From an optimization exercise on the open Yosys and OpenROAD flow, aimed at small area; shortcuts taken in it are not production practice. In this exercise RTL edits were held to simulation tests only and were not proved equivalent to the original. No activity file was given, so power comes from the tool's default toggle rates.

## v29
Design rfal_tsm, start of the top module:
module rfal_tsm (
    input  wire        clk,
    input  wire        rst_n,
    input  wire        host_req,
    input  wire        host_we,
    input  wire [7:0]  host_addr,
    input  wire [31:0] host_wdata,
    output reg         host_ack,
    output reg  [31:0] host_rdata,
    output reg         fe_req,
    output reg  [3:0]  fe_op,
    output reg  [3:0]  fe_sel,
    output reg  [31:0] fe_arg,
    input  wire        fe_ack,
    input  wire [31:0] fe_rdata,
    output reg         mem_req,
    output reg         mem_we,
    output reg  [11:0] mem_addr,
    output reg  [7:0]  mem_wdata,
    input  wire        mem_ack,
    input  wire [7:0]  mem_rdata,
    output reg         pre_txrx,
    output reg         post_txrx
);
export LEC_CHECK = 0
export CAP_MARGIN = 20
export CORE_MARGIN = 2
export CORE_UTILIZATION = 50
export SLEW_MARGIN = 20
create_clock -name core_clock -period 12.0 [get_ports {clk}]
standard.sh (not shown) runs the stock make flow with config.mk's settings and CLKGATE_MAP_FILE= SYNTH_SCRIPT=/design/flow/synth_recipe.tcl, a recipe that flattens the netlist after the stock synthesis.
==> flow/flow/run.sh <==
#!/bin/bash
# Layout flow: the standard flow (standard.sh) with one change in synthesis:
# ABC maps the logic with an area-recovering script (flow/abc_area.script) and
# adders are left to ABC instead of fixed full/half-adder cells. Registers,
# flattening and renaming are the standard synthesis's (synth_recipe.tcl).
set -euo pipefail
WORK=$(pwd)

# synthesis script: synth_recipe.tcl with ABC's -script argument swapped
{
  cat <<'TCL'
proc abc {args} {
  set i [lsearch -exact $args -script]
  if {$i >= 0} { lset args [expr {$i + 1}] $::env(FLOW_ABC_SCRIPT) }
  puts "abc (area script): $args"
  yosys abc {*}$args
}
TCL
  cat "$WORK/synth_recipe.tcl"
} > "$WORK/area_synth.tcl"
export FLOW_ABC_SCRIPT="$WORK/flow/abc_area.script"

# standard.sh with the synthesis script and the adder map replaced
sed -e "s#SYNTH_SCRIPT=[^ ]*synth_recipe.tcl#SYNTH_SCRIPT=$WORK/area_synth.tcl ADDER_MAP_FILE=#" \
    "$WORK/standard.sh" > "$WORK/area_standard.sh"
grep -q "area_synth.tcl ADDER_MAP_FILE=" "$WORK/area_standard.sh"

# port buffers: the smallest buffer cell (every port still gets its own buffer)
export BUFFER_PORTS_ARGS="-buffer_cell sky130_fd_sc_hd__buf_1"
# clock tree: larger sink clusters under clkbuf_8 buffers, no dummy balancing loads
export CTS_ARGS="-sink_clustering_enable -repair_clock_nets -buf_list sky130_fd_sc_hd__clkbuf_8 -sink_clustering_size 12 -sink_clustering_max_diameter 60 -dont_use_dummy_load"

bash "$WORK/area_standard.sh" synth > "$WORK/synth.log" 2>&1
bash "$WORK/area_standard.sh" > "$WORK/layout.log" 2>&1
==> flow/flow/abc_area.script <==
strash
&get -n
&st
&deepsyn -T 240
&dch -f
&nf -a -p -F 10 -A 6 -C 32
&put
v29 went all the way through synthesis, placement and routing and the layout is clean on timing, DRC and antenna.
Input-level comparison between v24 and v29:
==> flow/flow/abc_area.script <==
strash
&get -n
&st
&deepsyn -T 240
&nf -a -p
&put
Findings:
Leakage power figure (v24 vs. v29) increases slightly. Of the two candidates, v29 has the better total die area and v24 the worse one. When v24 is measured against v29, its tightest slew margin relative to the limit turns out 9.1 points higher. v24 against v29: mean number of vias per cell shrank by about 1.6%, largest incremental delay on the critical path grew by 0.07 ns, final-layout worst hold slack grew by 0.061 ns, met1 layer wirelength in the final routing shrank by 2.9%, core utilization held steady.
Inputs modified between v24 and v52:
diff --git a/flow/flow/run.sh b/flow/flow/run.sh
--- a/flow/flow/run.sh
+++ b/flow/flow/run.sh
@@ -29,5 +29,5 @@
 export BUFFER_PORTS_ARGS="-buffer_cell sky130_fd_sc_hd__buf_1"
 # clock tree: larger sink clusters under clkbuf_8 buffers, no dummy balancing loads
-export CTS_ARGS="-sink_clustering_enable -repair_clock_nets -buf_list sky130_fd_sc_hd__clkbuf_8 -sink_clustering_size 12 -sink_clustering_max_diameter 60 -dont_use_dummy_load"
+export CTS_ARGS="-sink_clustering_enable -repair_clock_nets -buf_list sky130_fd_sc_hd__clkbuf_8 -sink_clustering_size 16 -sink_clustering_max_diameter 70 -dont_use_dummy_load"
 
 bash "$WORK/area_standard.sh" synth > "$WORK/synth.log" 2>&1
==> flow/flow/abc_area.script <==
strash
&get -n
&st
&deepsyn -T 240
&dch -f
&nf -a -p -F 10 -A 6 -C 32
&put
## What came out
v52 finished all stages; the layout is clean.
v24 completed; timing, DRC and antenna clean
On worst slew margin relative to its limit: v52 sits below v24.
[compare] base=v24 new=v52: synthesized-area fraction occupied by ao, oa, aoi and oai cells went down by 0.32 points; wire length the detailed router placed on met1 went down by about 2.6%; total die area went down by 560 um2.
v24 has a lower number of violations reported at the end of detailed-routing iteration 0 than v52.
v52 consumes less power than v24 does.

## re-timing with driven ports
How much do the figures lean on ideal ports? The routed layouts below were timed once more, with nothing changed but the port constraints.
Step 1 sets driving cells, clkbuf_16 on the clock port and buf_2 on the other inputs (assumed; they add their load-dependent delay and slew).
Step 2 also shifts input and output timing later by t, the mid clock arrival at the registers, as if the neighbouring blocks saw the same clock.
Three values: no drivers, after step 1, after step 2; two values: the first two.
run	t, ns	setup slack, ns	slew at the worst register clock pin (ns)
v29	0.721	4.329 / 4.262 / 4.446	0.09 / 0.09
v24	0.701	3.568 / 3.509 / 3.899	0.09 / 0.09
v52	0.690	3.656 / 3.598 / 4.094	0.11 / 0.11
After both steps every run listed still meets setup and hold.
